Source: an optimization exercise on an open RTL-to-GDS flow (aim: a short achievable clock period and few clock cycles). Production flows keep margins and buffers that such runs may drop. No functional check of the RTL was part of this run. No activity file was given, so power comes from the tool's default toggle rates.

==> design.v <==
module nibble_cpu (
    input  wire       clk,
    input  wire       rst,           
    output wire       imem_en,
    output wire [3:0] imem_addr,
    input  wire [7:0] imem_rdata,
    input  wire       imem_present,  
    input  wire       in_valid,
    input  wire [3:0] in_data,
    output wire       in_ready,
    output wire       out_valid,
    output wire [3:0] out_data,
    input  wire       rearm,
    output wire       halted,
    output wire [3:0] final_a,
    output wire       final_c,
    output wire       fault,
    output wire [3:0] fault_pc
);
    localparam OP_NOP   = 4'h0;
    localparam OP_LOAD  = 4'h1;
    localparam OP_ADD   = 4'h2;
    localparam OP_SUB   = 4'h3;
    localparam OP_AND   = 4'h4;
    localparam OP_OR    = 4'h5;
    localparam OP_JMP   = 4'h6;
    localparam OP_JZ    = 4'h7;
    localparam OP_JNZ   = 4'h8;
    localparam OP_STORE = 4'h9;
    localparam OP_LOADM = 4'hA;
    localparam OP_ADDM  = 4'hB;
    localparam OP_SUBM  = 4'hC;
    localparam OP_HALT  = 4'hD;
    localparam OP_IN    = 4'hE;
    localparam OP_OUT   = 4'hF;
    function [15:0] onehot4(input [3:0] v);
        onehot4 = 16'd1 << v;
    endfunction
    function is_memop(input [3:0] o);
        is_memop = (o == OP_LOADM) || (o == OP_ADDM) || (o == OP_SUBM);
    endfunction
    integer k;
    parameter JLOOK = 0;
    reg  [3:0]  fa;              
    reg         ren;             
    reg         rv;              
    reg  [3:0]  rtag;            
    reg         rst_q;
    reg  [7:0]  cw  [0:15];      
    reg  [15:0] coh [0:15];      
    reg  [15:0] cv;              
    reg  [15:0] cp;              
    reg  [3:0]  opv [0:15];      
    reg  [15:0] ov;              
    reg  [3:0]  acc;
    reg         c_flag;
    reg         started;         
    reg  [3:0]  mem [0:15];
    reg         halted_q;
    reg  [3:0]  final_a_q;
    reg         final_c_q;
    reg         fault_q;
    reg  [3:0]  fault_pc_q;
    reg         out_valid_q;
    reg  [3:0]  out_data_q;
    reg         in_ready_q;
    reg         irv;             
    reg  [7:0]  ir;
    reg  [15:0] ir_oh;           
    reg         irp;             
    reg  [3:0]  p;               
    reg  [3:0]  np;              
    reg  [3:0]  bv;              
    reg         mopv;            
    reg         fwd;             
    wire [3:0]  op   = ir[7:4];
    wire [3:0]  opnd = ir[3:0];
    wire running  = !halted_q && !fault_q;
    wire is_memrd = is_memop(op);
    wire need_mop = is_memrd && !mopv;
    wire act      = running && irv;
    wire flt      = act && !irp;
    wire go       = act && irp && !need_mop && !(op == OP_IN && !in_valid);
    wire z        = started && (acc == 4'd0);
    wire taken    = go && ((op == OP_JMP) || (op == OP_JZ && z) || (op == OP_JNZ && !z));
    wire st_go    = go && (op == OP_STORE);
    wire [3:0] mval    = fwd ? acc : bv;
    wire [4:0] add_r   = {1'b0, acc} + {1'b0, mval};
    wire [4:0] sub_r   = {1'b0, acc} - {1'b0, mval};
    reg  [3:0] acc_nx;
    reg        c_nx;
    always @(*) begin
        acc_nx = acc;
        c_nx   = c_flag;
        case (op)
            OP_LOAD:  acc_nx = bv;
            OP_ADD:   begin acc_nx = add_r[3:0]; c_nx = add_r[4]; end
            OP_SUB:   begin acc_nx = sub_r[3:0]; c_nx = sub_r[4]; end
            OP_AND:   acc_nx = acc & bv;
            OP_OR:    acc_nx = acc | bv;
            OP_LOADM: acc_nx = mval;
            OP_ADDM:  begin acc_nx = add_r[3:0]; c_nx = add_r[4]; end
            OP_SUBM:  begin acc_nx = sub_r[3:0]; c_nx = sub_r[4]; end
            OP_IN:    acc_nx = in_data;
            default:  ;
        endcase
    end
    wire        want_ld = go || !irv;
    wire [3:0]  want    = taken ? opnd : np;
    wire [15:0] np_oh   = onehot4(np);
    reg  [7:0]  w_seq, w_tgt;
    reg  [15:0] o_seq, o_tgt;
    reg  [3:0]  v_seq, v_tgt;
    reg         cv_seq, cv_tgt, cp_seq, cp_tgt, ov_seq, ov_tgt;
    reg         eq_seq, eq_tgt;
    always @(*) begin
        w_seq = 8'd0; w_tgt = 8'd0; o_seq = 16'd0; o_tgt = 16'd0;
        v_seq = 4'd0; v_tgt = 4'd0;
        cv_seq = 1'b0; cv_tgt = 1'b0; cp_seq = 1'b0; cp_tgt = 1'b0;
        ov_seq = 1'b0; ov_tgt = 1'b0; eq_seq = 1'b0; eq_tgt = 1'b0;
        for (k = 0; k < 16; k = k + 1) begin
            if (np_oh[k]) begin
                w_seq = w_seq | cw[k]; o_seq = o_seq | coh[k]; v_seq = v_seq | opv[k];
                cv_seq = cv_seq | cv[k]; cp_seq = cp_seq | cp[k]; ov_seq = ov_seq | ov[k];
                eq_seq = eq_seq | (|(coh[k] & ir_oh));
            end
            if (ir_oh[k]) begin
                w_tgt = w_tgt | cw[k]; o_tgt = o_tgt | coh[k]; v_tgt = v_tgt | opv[k];
                cv_tgt = cv_tgt | cv[k]; cp_tgt = cp_tgt | cp[k]; ov_tgt = ov_tgt | ov[k];
                eq_tgt = eq_tgt | (|(coh[k] & ir_oh));
            end
        end
    end
    wire        rd_seq = rv && (rtag == np);
    wire        rd_tgt = rv && (rtag == opnd);
    wire        c_hit  = taken ? cv_tgt : cv_seq;
    wire        r_hit  = taken ? rd_tgt : rd_seq;
    wire        avail  = c_hit || r_hit;
    wire [7:0]  n_w    = c_hit ? (taken ? w_tgt : w_seq) : imem_rdata;
    wire [15:0] n_oh   = c_hit ? (taken ? o_tgt : o_seq) : onehot4(imem_rdata[3:0]);
    wire        n_p    = c_hit ? (taken ? cp_tgt : cp_seq) : imem_present;
    wire [3:0]  n_v    = (taken ? ov_tgt : ov_seq) ? (taken ? v_tgt : v_seq) : fval;
    wire        n_ov   = c_hit;
    wire        n_eq   = taken ? eq_tgt : eq_seq;
    wire        n_mem  = is_memop(n_w[7:4]);
    reg  [3:0]  mem_ir;
    always @(*) begin
        mem_ir = 4'd0;
        for (k = 0; k < 16; k = k + 1)
            if (ir_oh[k]) mem_ir = mem_ir | mem[k];
    end
    reg  [15:0] foh;
    reg  [3:0]  fval;
    always @(*) begin
        fval = 4'd0;
        for (k = 0; k < 16; k = k + 1)
            if (foh[k]) fval = fval | mem[k];
    end
    wire halted_nx = halted_q ? !rearm : (go && op == OP_HALT);
    wire fault_nx  = fault_q || flt;
    wire [15:0] cv_fill = (rv && !rst) ? (cv | onehot4(rtag)) : cv;
    wire        all_in  = &cv_fill;
    wire [3:0]  rd_op   = imem_rdata[7:4];
    wire [3:0]  rd_n    = imem_rdata[3:0];
    wire        rd_jmp  = rv && (rd_op == OP_JMP || (JLOOK && (rd_op == OP_JZ || rd_op == OP_JNZ)));
    wire        jlook   = rd_jmp && !cv_fill[rd_n] && !(ren && fa == rd_n);
    wire miss = want_ld && !avail && !(ren && fa == want);
    always @(posedge clk) begin
        rst_q <= rst;
        rv    <= ren;
        rtag  <= fa;
        if (rst) begin
            fa      <= {3'd0, rst_q};
            ren     <= 1'b1;
            cv      <= 16'd0;
            ov      <= 16'd0;
        end else begin
            if (miss) begin
                fa  <= want;
                ren <= 1'b1;
            end else if (jlook) begin
                fa  <= rd_n;
                ren <= 1'b1;
            end else begin
                fa  <= fa + 4'd1;
                ren <= !all_in;
            end
            for (k = 0; k < 16; k = k + 1) begin
                opv[k] <= (st_go && (|(coh[k] & ir_oh))) ? acc : mem[cw[k][3:0]];
                ov[k]  <= cv[k];
            end
            if (rv) begin
                cw[rtag]  <= imem_rdata;
                coh[rtag] <= onehot4(imem_rdata[3:0]);
                cp[rtag]  <= imem_present;
                cv[rtag]  <= 1'b1;
            end
            if (rv && !cv[rtag])
                foh <= onehot4(imem_rdata[3:0]);
        end
    end
    always @(posedge clk) begin
        if (rst) begin
            irv         <= 1'b0;
            p           <= 4'd0;
            np          <= 4'd0;
            acc         <= 4'd0;
            c_flag      <= 1'b0;
            started     <= 1'b0;
            halted_q    <= 1'b0;
            final_a_q   <= 4'd0;
            final_c_q   <= 1'b0;
            fault_q     <= 1'b0;
            fault_pc_q  <= 4'd0;
            out_valid_q <= 1'b0;
            in_ready_q  <= 1'b0;
            for (k = 0; k < 16; k = k + 1)
                mem[k] <= 4'd0;
        end else begin
            halted_q    <= halted_nx;
            fault_q     <= fault_nx;
            out_valid_q <= go && (op == OP_OUT);
            if (flt)
                fault_pc_q <= p;
            if (go) begin
                acc     <= acc_nx;
                c_flag  <= c_nx;
                started <= 1'b1;
                if (op == OP_STORE)
                    mem[opnd] <= acc;
                if (op == OP_OUT)
                    out_data_q <= acc;
                if (op == OP_HALT) begin
                    final_a_q <= acc;
                    final_c_q <= c_flag;
                end
            end
            if (want_ld) begin
                p  <= want;
                if (avail) begin
                    irv   <= 1'b1;
                    ir    <= n_w;
                    ir_oh <= n_oh;
                    irp   <= n_p;
                    np    <= want + 4'd1;
                    bv    <= n_mem ? n_v : n_w[3:0];
                    mopv  <= !n_mem || n_ov;
                    fwd   <= n_mem && st_go && n_eq;
                    in_ready_q <= !halted_nx && !fault_nx && n_p && (n_w[7:4] == OP_IN);
                end else begin
                    irv   <= 1'b0;
                    np    <= want;
                    in_ready_q <= 1'b0;
                end
            end else begin
                if (irv && need_mop) begin
                    bv   <= mem_ir;
                    mopv <= 1'b1;
                    fwd  <= 1'b0;
                end
                in_ready_q <= !halted_nx && !fault_nx && irv && irp && (op == OP_IN);
            end
        end
    end
    assign imem_en   = ren;
    assign imem_addr = fa;
    assign in_ready  = in_ready_q;
    assign out_valid = out_valid_q;
    assign out_data  = out_data_q;
    assign halted    = halted_q;
    assign final_a   = final_a_q;
    assign final_c   = final_c_q;
    assign fault     = fault_q;
    assign fault_pc  = fault_pc_q;
endmodule
==> run.sh <==
#!/bin/bash
# synth_recipe.tcl (not shown) runs the flow's synth.tcl, then flattens the netlist and writes it again
# the make line also repeats each setting of config.mk as NAME=value (left out here)
make -C /OpenROAD-flow-scripts/flow DESIGN_CONFIG=/design/flow/config.mk WORK_HOME=/design/flow/orfs CLKGATE_MAP_FILE= SYNTH_SCRIPT=/design/flow/synth_recipe.tcl finish
==> config.mk <==
export PLATFORM = sky130hd
export DESIGN_NAME = nibble_cpu
export DESIGN_NICKNAME = nibble_cpu
export VERILOG_FILES = /design/flow/design.v
export SDC_FILE = /design/flow/constraint.sdc
export NUM_CORES = 4
export LEC_CHECK = 0
export CAP_MARGIN = 20
export CORE_MARGIN = 2
export CORE_UTILIZATION = 40
export SETUP_SLACK_MARGIN = 3.2
export SLEW_MARGIN = 20
export TNS_END_PERCENT = 20
==> constraint.sdc <==
create_clock -name core_clock -period 5.0 [get_ports {clk}]
set_input_delay 1.0000 -clock core_clock [delete_from_list [all_inputs] [get_ports {clk}]]
set_output_delay 1.0000 -clock core_clock [all_outputs]
set_load 0.01 [all_outputs]
==> impl_metrics.py <==
metrics = {
    "cells_and_area": {
        "post_route_cells_drive_above_1_share_pct": 34.31,
        "post-route-cell-area_mm2": 0.04775,
        "layout-area-overhead-vs-synth_pct": 20.57,
        "finalCoreUtilization_pct": 48.59,
        "final_net_count": 3114,
    },
    "hold_path": {
        "timing.hold.worst.class": "reg -> reg",
        "hold_path_startpoint": "c_flag",
    },
    "cts": {
        "cts-hold-fix-buffers": 0,
        "tritoncts": "yes",
        "max-clock-path-buffers": 3,
        "clkTransAtPathRegs_ps": 60,
        "cts_htree_levels": 3,
        "clock_sinks": 650,
        "numCtsBuffers": 75,
        "worst_skew_pair.late_latency_ps": 690,
        "clk_root_buffer_cell": "sky130_fd_sc_hd__clkbuf_16",
    },
    "pwr": {
        "vdd_ir_drop_max_mv": 0.3101,
        "leakage_power_nw": 15.84,
        "p_per_area_mw_per_mm2": 453.6,
    },
    "critical_path": {
        "path_max_fanout": 16,
        "cp-start-kind": "flop",
        "critPathRequiredTime_ps": 5380,
        "max_stage_delay_ps": 650,
        "critical_path.slowest_cell": "sky130_fd_sc_hd__nor3_1",
        "endpoint_kind": "flop",
        "worst_path_most_repeated_cell": "sky130_fd_sc_hd__buf_4",
        "crit_path_start": "ir[4]",
        "timing.critical_path.cells": "buf_4 -> nand4b_1 -> o2111ai_4 -> nand2b_1 -> nand2_1 -> buf_4 -> nor3_1 -> a31oi_1",
        "r2r_start": "ir[4]",
        "setup.worst_path.class": "reg -> reg",
        "worst_ep_arrival_time_ps": 3620,
    },
    "placement": {
        "dpl-instance-area_mm2": 0.04171,
        "pre_cts_slack_ps": 644.9,
        "globalplace.congestion": 1.030,
        "place.detailed.hpwl_um": 126400,
        "placement.io_buffers": 38,
    },
    "sta": {
        "final.period_utilization_pct": 64.91,
        "worst_slack_setup_final_ps": 1754,
        "slew_headroom_pct": 20.19,
        "fin_tns_setup_ps": 0,
        "final-max-slew-violation-count": 0,
        "worst_slew_pin_slew_ps": 1197,
        "fmax_ghz": 0.3081,
        "hold_viol_final": 0,
        "finalClockSkew_ps": 58.43,
        "grt_setup_unrepaired": "yes",
        "finalSetupViolations": 0,
        "layout_min_cycle_time_ps": 3246,
    },
    "global_route": {
        "global_route_wire_length_before_repair_um": 276100,
        "grt_antenna_before_repair": 9,
        "use_met1_pct": 47.22,
        "gr-usage-met3_pct": 19.23,
        "first_global_vias": 33676,
        "gr-usage-all-layers_pct": 38.54,
        "maximum_number_of_pins_on_one_net_before_global_route_repair": 79,
        "gr-total-overflow": 0,
        "grt_most_used_layer": "met2",
        "grtUsageMet2_pct": 54.54,
    },
    "routing": {
        "first_iter_violations": 7139,
        "routed_wl_um": 202100,
        "drcViolationCount": 0,
        "vias": 35703,
        "drt-wirelength-per-cell_um": 45.71,
        "postRouteAntennaNets": 0,
        "firstDrtPassIters": 10,
        "vias_per_cell": 8.074,
    },
    "floorplanning": {
        "fp.dieH_um": 318.7,
        "initial_utilization_pct": 40.30,
        "core_area_mm2": 0.09828,
        "boundaryPins": 39,
        "floorplan.die.width_um": 318.7,
        "num_rows": 115,
        "die-area_mm2": 0.1015,
    },
    "synthesis": {
        "synth.yosys.seq_area_share_pct": 47.49,
        "synth_enable_flop_cells": 579,
        "ys_seq_elements": 650,
        "mappedNetlistArea_mm2": 0.03960,
        "postSynth.asyncResetShare_pct": 0,
        "yosys_warnings": 2,
        "yosys-top-cells-area": "sky130_fd_sc_hd__edfxtp_1 (44%), sky130_fd_sc_hd__mux4_2 (19%), sky130_fd_sc_hd__a221oi_1 (4.9%)",
        "post_synth_inst_count": 2989,
        "synth_largest_area_cell": "sky130_fd_sc_hd__edfxtp_1",
        "synth_largest_type_area_fraction_pct": 43.90,
        "yosys.cell_count.top_type": "sky130_fd_sc_hd__edfxtp_1",
        "netlist_cell_types": 88,
        "syn_nets": 3028,
        "synthesis.area_per_instance_um2": 13.25,
        "netlist_top_cells_count": "sky130_fd_sc_hd__edfxtp_1 (579), sky130_fd_sc_hd__mux4_2 (326), sky130_fd_sc_hd__clkbuf_1 (279)",
        "ys.flop_type": "sky130_fd_sc_hd__edfxtp_1",
    },
    "run": {
        "timing.max_cap.violations": 0,
    },
    "run_status": {
        "run_status": "no timing/DRC/antenna violations",
    },
}
==> cell usage in the layout (no fill, tap or decap), types with 61 or more instances in the layout <==
cell                          n
sky130_fd_sc_hd__o21ai_0     63
sky130_fd_sc_hd__dfxtp_1     61
sky130_fd_sc_hd__edfxtp_1   579
sky130_fd_sc_hd__a22o_1     220
sky130_fd_sc_hd__clkbuf_16   81
sky130_fd_sc_hd__a221oi_1   221
sky130_fd_sc_hd__a22oi_1    214
sky130_fd_sc_hd__buf_4      223
sky130_fd_sc_hd__mux4_2     326
sky130_fd_sc_hd__nand4_1     65
sky130_fd_sc_hd__mux2_4      67
==> power by group <==
part | switching (mW) | leakage [nW] | internal (mW)
clock | 2.43 | 1.20 | 3.27
sequential | 1.05 | 6.20 | 6.58
combinational | 5.17 | 8.44 | 3.16
==> stage by stage <==
| stage | cells | hold WS, ps | power [mW] |
|---|---|---|---|
| finish | 4422 | 479.3 | 21.66 |
| global route | 4417 | 478.7 | 21.93 |
| CTS | 4337 | 474.1 | 20.50 |
| detailed placement | 4094 | 469.5 | 14.17 |
| global placement | 4094 | 459.0 | 14.14 |
| floorplan | 2989 | 404.9 | 11.19 |
==> worst paths after layout <==
path              endpoint  slack (ps)  cells after the start
hold / removal      c_flag         480                      1
setup reg to reg     bv[3]        1750                      8
hold reg to reg     c_flag         480                      1
setup / recovery     bv[3]        1750                      8
==> logic make-up after synthesis <==
logic type,share of synthesized area [%]
AND/OR/NAND/NOR,7.456
flip-flops,47.49
multiplexers,21.66
adder cells (fa/ha/maj),0.7330
XOR/XNOR,0.4866
buffers and inverters,3.886
AO/OA/AOI/OAI,18.29
==> worst max-delay path: cells and delay by family, from the launching register on <==
kind,cells,cell delay (ps)
simple gates,4,1480
buf+inv,2,560
flops,1,470
compound gates,2,420
==> layer usage <==
layer	routed length [um]	part of all wire (%)	up-vias
met5	152	0.075	-
met4	16420	8.1	10
met3	35190	17	1071
met2	83210	41	4012
met1	67160	33	17685
li1	-	-	12925
==> cell type report <==
cell class                 count  area [um^2]
antenna                        5        12.51
clock buffer                  89         1949
clock inverter                43        508.0
fill                        8289        50530
inverter                      40        182.7
multi-input combinational   1945        20910
sequential                   650        18840
tap                         1287         1610
timing repair buffer         363         3736
==> registers in the layout, summed over array words and instances, names as in the netlist, 8 cells and up <==
signal,cells
coh,256
cv,16
opv,64
ir,8
cw,128
mem,64
cp,16
foh,16
ov,16
ir_oh,16
==> timing repair <==
action | 4_1_cts | 5_1_grt
setup buffers | 104 | 68
resized for setup | 288 | 146
pin swaps | 64 | 52
endpoints found under the setup margin | 1110 | 1093
cloned | 7 | 10

==> port drivers added, routing unchanged <==
How much do the figures lean on ideal ports? The routed layout below was timed once more, with nothing changed but the port constraints.
Step 1 sets driving cells, clkbuf_16 on the clock port and buf_2 on the other inputs (assumed; they add their load-dependent delay and slew).
Step 2 times the ports against the registers' clock, not the clock port: input delays grow and output delays shrink by t, the midpoint of the rising clock arrivals with the driver on.
Three values: ideal ports, drivers, drivers and shift; two values: the first two.
t, ns: 0.731
setup WS [ns]: 1.754 / 1.754 / 1.154
worst setup path at the end: input to register
worst register clock-pin slew, ns: 0.07 / 0.07
worst slew at a driven data input, ns: 0.06
After both steps setup and hold are still met in this run. For this run, drivers alone change the setup slack by 0.000 ns; drivers and shift together by -0.600 ns.
